Context: an optimization exercise on an open-source flow, tuned for a short achievable clock period and few clock cycles. The choices shown serve that exercise and are no tape-out recipe.
Function was checked by simulation only, so behaviour that the tests miss may differ from the original.
The clock input has no modelled driver; a real chip could not lean on it and would need a root buffer or a full tree.
Power is estimated from default activity; no workload was simulated.

// acb_stream
module acb_stream (
    input  wire        clk,
    input  wire        rst,
    input  wire        start,
    input  wire [1:0]  op,
    input  wire [15:0] arg0,
    input  wire [12:0] in_len,
    output reg         done,
    output reg  [12:0] out_len,
    output reg  [12:0] in_pos,
    output reg  [2:0]  err_code,
    output reg  [15:0] err_info,
    output wire [11:0] in_addr,
    input  wire [7:0]  in_rdata,
    output wire [11:0] out_raddr,
    input  wire [7:0]  out_rdata,
    output reg         out_we,
    output reg  [11:0] out_waddr,
    output reg  [7:0]  out_wdata
);
For scale: ~1,800 cells after synthesis, roughly 140 I/O pins.
export LEC_CHECK = 0
export CAP_MARGIN = 20
export CORE_MARGIN = 2
export CORE_UTILIZATION = 40
export SLEW_MARGIN = 20
create_clock -name core_clock -period 10.0 [get_ports {clk}]
standard.sh (not shown) runs the stock make flow with config.mk's settings and CLKGATE_MAP_FILE= SYNTH_SCRIPT=/design/flow/synth_recipe.tcl, a recipe that flattens the netlist after the stock synthesis.
==> flow/flow/run.sh <==
#!/bin/bash
HERE=$(pwd)
bash standard.sh SETUP_SLACK_MARGIN=7 ABC_CLOCK_PERIOD_IN_PS=3000 CORE_UTILIZATION=65 PLACE_DENSITY=0.75 PRE_CTS_TCL=$HERE/flow/star_cts.tcl finish > flow_standard.log 2>&1
==> flow/flow/star_cts.tcl <==

set ::star_clk_net  clk
set ::star_leaves   24
set ::star_roots    4
set ::star_root_buf sky130_fd_sc_hd__clkbuf_16
set ::star_leaf_buf sky130_fd_sc_hd__clkbuf_16

rename clock_tree_synthesis orig_clock_tree_synthesis

proc star_kmeans {pts k iters} {
  set n [llength $pts]
  # start from points spread along the list sorted by x then y
  set srt [lsort -real -index 0 $pts]
  set cents {}
  for {set i 0} {$i < $k} {incr i} {
    set p [lindex $srt [expr {int(($i + 0.5) * $n / $k)}]]
    lappend cents [list [lindex $p 0] [lindex $p 1]]
  }
  # k-means++-ish refinement: plain Lloyd iterations
  for {set it 0} {$it < $iters} {incr it} {
    set sx [lrepeat $k 0.0]; set sy [lrepeat $k 0.0]; set cnt [lrepeat $k 0]
    set asg {}
    foreach p $pts {
      set px [lindex $p 0]; set py [lindex $p 1]
      set best 0; set bd 1e30
      for {set c 0} {$c < $k} {incr c} {
        set dx [expr {$px - [lindex $cents $c 0]}]
        set dy [expr {$py - [lindex $cents $c 1]}]
        set d [expr {abs($dx) + abs($dy)}]
        if {$d < $bd} { set bd $d; set best $c }
      }
      lappend asg $best
      lset sx $best [expr {[lindex $sx $best] + $px}]
      lset sy $best [expr {[lindex $sy $best] + $py}]
      lset cnt $best [expr {[lindex $cnt $best] + 1}]
    }
    for {set c 0} {$c < $k} {incr c} {
      if {[lindex $cnt $c] > 0} {
        lset cents $c [list [expr {[lindex $sx $c] / [lindex $cnt $c]}] [expr {[lindex $sy $c] / [lindex $cnt $c]}]]
      }
    }
  }
  return [list $cents $asg]
}

proc clock_tree_synthesis {args} {
  set block [ord::get_db_block]
  set db [ord::get_db]
  set clk_net [$block findNet $::star_clk_net]
  set k $::star_leaves
  set root_master [$db findMaster $::star_root_buf]
  set leaf_master [$db findMaster $::star_leaf_buf]

  set sinks {}
  set pts {}
  foreach it [$clk_net getITerms] {
    set inst [$it getInst]
    set bb [$inst getBBox]
    set x [expr {([$bb xMin] + [$bb xMax]) / 2.0}]
    set y [expr {([$bb yMin] + [$bb yMax]) / 2.0}]
    lappend sinks $it
    lappend pts [list $x $y]
  }
  puts "star_cts: [llength $sinks] sinks, $k leaves"
  lassign [star_kmeans $pts $k 30] cents asg

  # leaves grouped under the roots
  set nr $::star_roots
  lassign [star_kmeans $cents $nr 30] rcents rasg
  set root_nets {}
  for {set r 0} {$r < $nr} {incr r} {
    set root [odb::dbInst_create $block $root_master "clkbuf_root_star_$r"]
    $root setLocation [expr {int([lindex $rcents $r 0])}] [expr {int([lindex $rcents $r 1])}]
    $root setPlacementStatus PLACED
    set root_net [odb::dbNet_create $block "clknet_root_star_$r"]
    $root_net setSigType CLOCK
    [$root findITerm A] connect $clk_net
    [$root findITerm X] connect $root_net
    lappend root_nets $root_net
  }
  puts "star_cts: leaves per root $rasg"

  set leaf_nets {}
  for {set c 0} {$c < $k} {incr c} {
    set leaf [odb::dbInst_create $block $leaf_master "clkbuf_leaf_star_$c"]
    $leaf setLocation [expr {int([lindex $cents $c 0])}] [expr {int([lindex $cents $c 1])}]
    $leaf setPlacementStatus PLACED
    set net [odb::dbNet_create $block "clknet_leaf_star_$c"]
    $net setSigType CLOCK
    [$leaf findITerm A] connect [lindex $root_nets [lindex $rasg $c]]
    [$leaf findITerm X] connect $net
    lappend leaf_nets $net
  }
  set i 0
  foreach it $sinks {
    set c [lindex $asg $i]
    $it disconnect
    $it connect [lindex $leaf_nets $c]
    incr i
  }
  set cnts [lrepeat $k 0]
  foreach c $asg { lset cnts $c [expr {[lindex $cnts $c] + 1}] }
  puts "star_cts: leaf fanouts $cnts"
  set_propagated_clock [all_clocks]
}
The first run passed the timing, DRC and antenna checks.
Testbench counts at the start, summed over its fixed seeds: cycles 270,399.
Then changed:
==> flow/flow/run.sh (replaced) <==
#!/bin/bash
HERE=$(pwd)
bash standard.sh SETUP_SLACK_MARGIN=8 ABC_CLOCK_PERIOD_IN_PS=3000 CORE_UTILIZATION=65 PLACE_DENSITY=0.75 PRE_CTS_TCL=$HERE/flow/star_cts.tcl finish > flow_standard.log 2>&1
The changed run went through all stages and came out clean.
Total power rises by 10%.
Synthesized cell count does not change.
Flip-flop and latch count stays the same.
Combinational power rises by 93%.
Then changed:
==> flow/flow/run.sh (replaced) <==
#!/bin/bash
HERE=$(pwd)
bash standard.sh SETUP_SLACK_MARGIN=7 ABC_CLOCK_PERIOD_IN_PS=3000 CORE_UTILIZATION=65 PLACE_DENSITY=0.75 PRE_CTS_TCL=$HERE/flow/star_cts.tcl finish > flow_standard.log 2>&1
--- a/flow/flow/star_cts.tcl
+++ b/flow/flow/star_cts.tcl
@@ -0,0 +1,5 @@
+# Clock tree: the clock port drives one root buffer, which drives K leaf
+# buffers, each driving the flip-flops of one cluster (k-means on the
+# placed flip-flops). Every flip-flop is two buffers from the port. The tree
+# is built in place of clock_tree_synthesis; the rest of ORFS's CTS step
+# (legalisation, repair) runs as usual.
@@ -3,2 +8 @@
-set ::star_leaves   24
-set ::star_roots    4
+set ::star_leaves   16
@@ -67,15 +71,12 @@
-  # leaves grouped under the roots
-  set nr $::star_roots
-  lassign [star_kmeans $cents $nr 30] rcents rasg
-  set root_nets {}
-  for {set r 0} {$r < $nr} {incr r} {
-    set root [odb::dbInst_create $block $root_master "clkbuf_root_star_$r"]
-    $root setLocation [expr {int([lindex $rcents $r 0])}] [expr {int([lindex $rcents $r 1])}]
-    $root setPlacementStatus PLACED
-    set root_net [odb::dbNet_create $block "clknet_root_star_$r"]
-    $root_net setSigType CLOCK
-    [$root findITerm A] connect $clk_net
-    [$root findITerm X] connect $root_net
-    lappend root_nets $root_net
-  }
-  puts "star_cts: leaves per root $rasg"
+  # root at the centre of the leaves
+  set rx 0.0; set ry 0.0
+  foreach c $cents { set rx [expr {$rx + [lindex $c 0]}]; set ry [expr {$ry + [lindex $c 1]}] }
+  set rx [expr {int($rx / $k)}]; set ry [expr {int($ry / $k)}]
+
+  set root [odb::dbInst_create $block $root_master "clkbuf_root_star"]
+  $root setLocation $rx $ry
+  $root setPlacementStatus PLACED
+  set root_net [odb::dbNet_create $block "clknet_root_star"]
+  $root_net setSigType CLOCK
+  [$root findITerm A] connect $clk_net
+  [$root findITerm X] connect $root_net
@@ -90 +91 @@
-    [$leaf findITerm A] connect [lindex $root_nets [lindex $rasg $c]]
+    [$leaf findITerm A] connect $root_net
After rerunning:
- The changed run finished with timing, DRC and antenna clean
- via count fell by 28%
- die area stays the same
- routed wire length shrinks by 47%
- total power decreases by 16%
- setup slack improves by 0.20 ns
- cell count drops by 10%
- combinational power came out lower by 45%
- sequential power barely changes
- synthesized area stays the same
- flip-flop and latch count stays the same
- global-route usage fell by 12 points
Then changed:
==> flow/flow/run.sh (replaced) <==
#!/bin/bash
HERE=$(pwd)
bash standard.sh SETUP_SLACK_MARGIN=7.5 ABC_CLOCK_PERIOD_IN_PS=3000 CORE_UTILIZATION=65 PLACE_DENSITY=0.75 PRE_CTS_TCL=$HERE/flow/star_cts.tcl finish > flow_standard.log 2>&1
--- a/flow/flow/star_cts.tcl
+++ b/flow/flow/star_cts.tcl
@@ -1,5 +0,0 @@
-# Clock tree: the clock port drives one root buffer, which drives K leaf
-# buffers, each driving the flip-flops of one cluster (k-means on the
-# placed flip-flops). Every flip-flop is two buffers from the port. The tree
-# is built in place of clock_tree_synthesis; the rest of ORFS's CTS step
-# (legalisation, repair) runs as usual.
@@ -8 +3,2 @@
-set ::star_leaves   16
+set ::star_leaves   24
+set ::star_roots    4
@@ -71,12 +67,15 @@
-  # root at the centre of the leaves
-  set rx 0.0; set ry 0.0
-  foreach c $cents { set rx [expr {$rx + [lindex $c 0]}]; set ry [expr {$ry + [lindex $c 1]}] }
-  set rx [expr {int($rx / $k)}]; set ry [expr {int($ry / $k)}]
-
-  set root [odb::dbInst_create $block $root_master "clkbuf_root_star"]
-  $root setLocation $rx $ry
-  $root setPlacementStatus PLACED
-  set root_net [odb::dbNet_create $block "clknet_root_star"]
-  $root_net setSigType CLOCK
-  [$root findITerm A] connect $clk_net
-  [$root findITerm X] connect $root_net
+  # leaves grouped under the roots
+  set nr $::star_roots
+  lassign [star_kmeans $cents $nr 30] rcents rasg
+  set root_nets {}
+  for {set r 0} {$r < $nr} {incr r} {
+    set root [odb::dbInst_create $block $root_master "clkbuf_root_star_$r"]
+    $root setLocation [expr {int([lindex $rcents $r 0])}] [expr {int([lindex $rcents $r 1])}]
+    $root setPlacementStatus PLACED
+    set root_net [odb::dbNet_create $block "clknet_root_star_$r"]
+    $root_net setSigType CLOCK
+    [$root findITerm A] connect $clk_net
+    [$root findITerm X] connect $root_net
+    lappend root_nets $root_net
+  }
+  puts "star_cts: leaves per root $rasg"
@@ -91 +90 @@
-    [$leaf findITerm A] connect $root_net
+    [$leaf findITerm A] connect [lindex $root_nets [lindex $rasg $c]]
Result:
- via count goes up by 7.2%
- final cell count goes up by about 4%
- maximum frequency goes up by 6.2%
- die area is unchanged
- routed wire length goes up by about 13%
- utilization goes up by 5.1 points
- design area goes up by 6.9%
- clock skew goes down by 0.0035 ns
- clock power goes up by 32%
- critical path depth stays the same
No run of this note takes its clock network from TritonCTS; it comes from the design's own scripts or RTL.

==> static timing again, ports no longer ideal <==
No port has a modelled driver above. Below, the same layouts with a new extraction and two added sets of constraints.
Step 1 sets driving cells, clkbuf_16 on the clock port and buf_2 on the other inputs (assumed; they add their load-dependent delay and slew).
Step 2 also shifts input and output timing later by t, the mid clock arrival at the registers, as if the neighbouring blocks saw the same clock.
Three values: ideal, step 1, step 2; two values: the first two.
run | shift t [ns] | setup slack, ns | worst setup path at the end | pins driven straight from the clock port
the first run | 0.434 | 7.017 / 6.910 / 6.754 | input to register | 4
the second run | 0.475 | 6.768 / 6.768 / 6.768 | register to register | 4
the third run | 0.561 | 6.968 / 6.917 / 6.677 | input to register | 1
the fourth run | 0.465 | 7.145 / 7.013 / 7.143 | input to register | 4
After both steps every run listed still meets setup and hold. For the third run, which loses most, drivers alone change the setup slack by -0.051 ns; drivers and shift together by -0.291 ns.
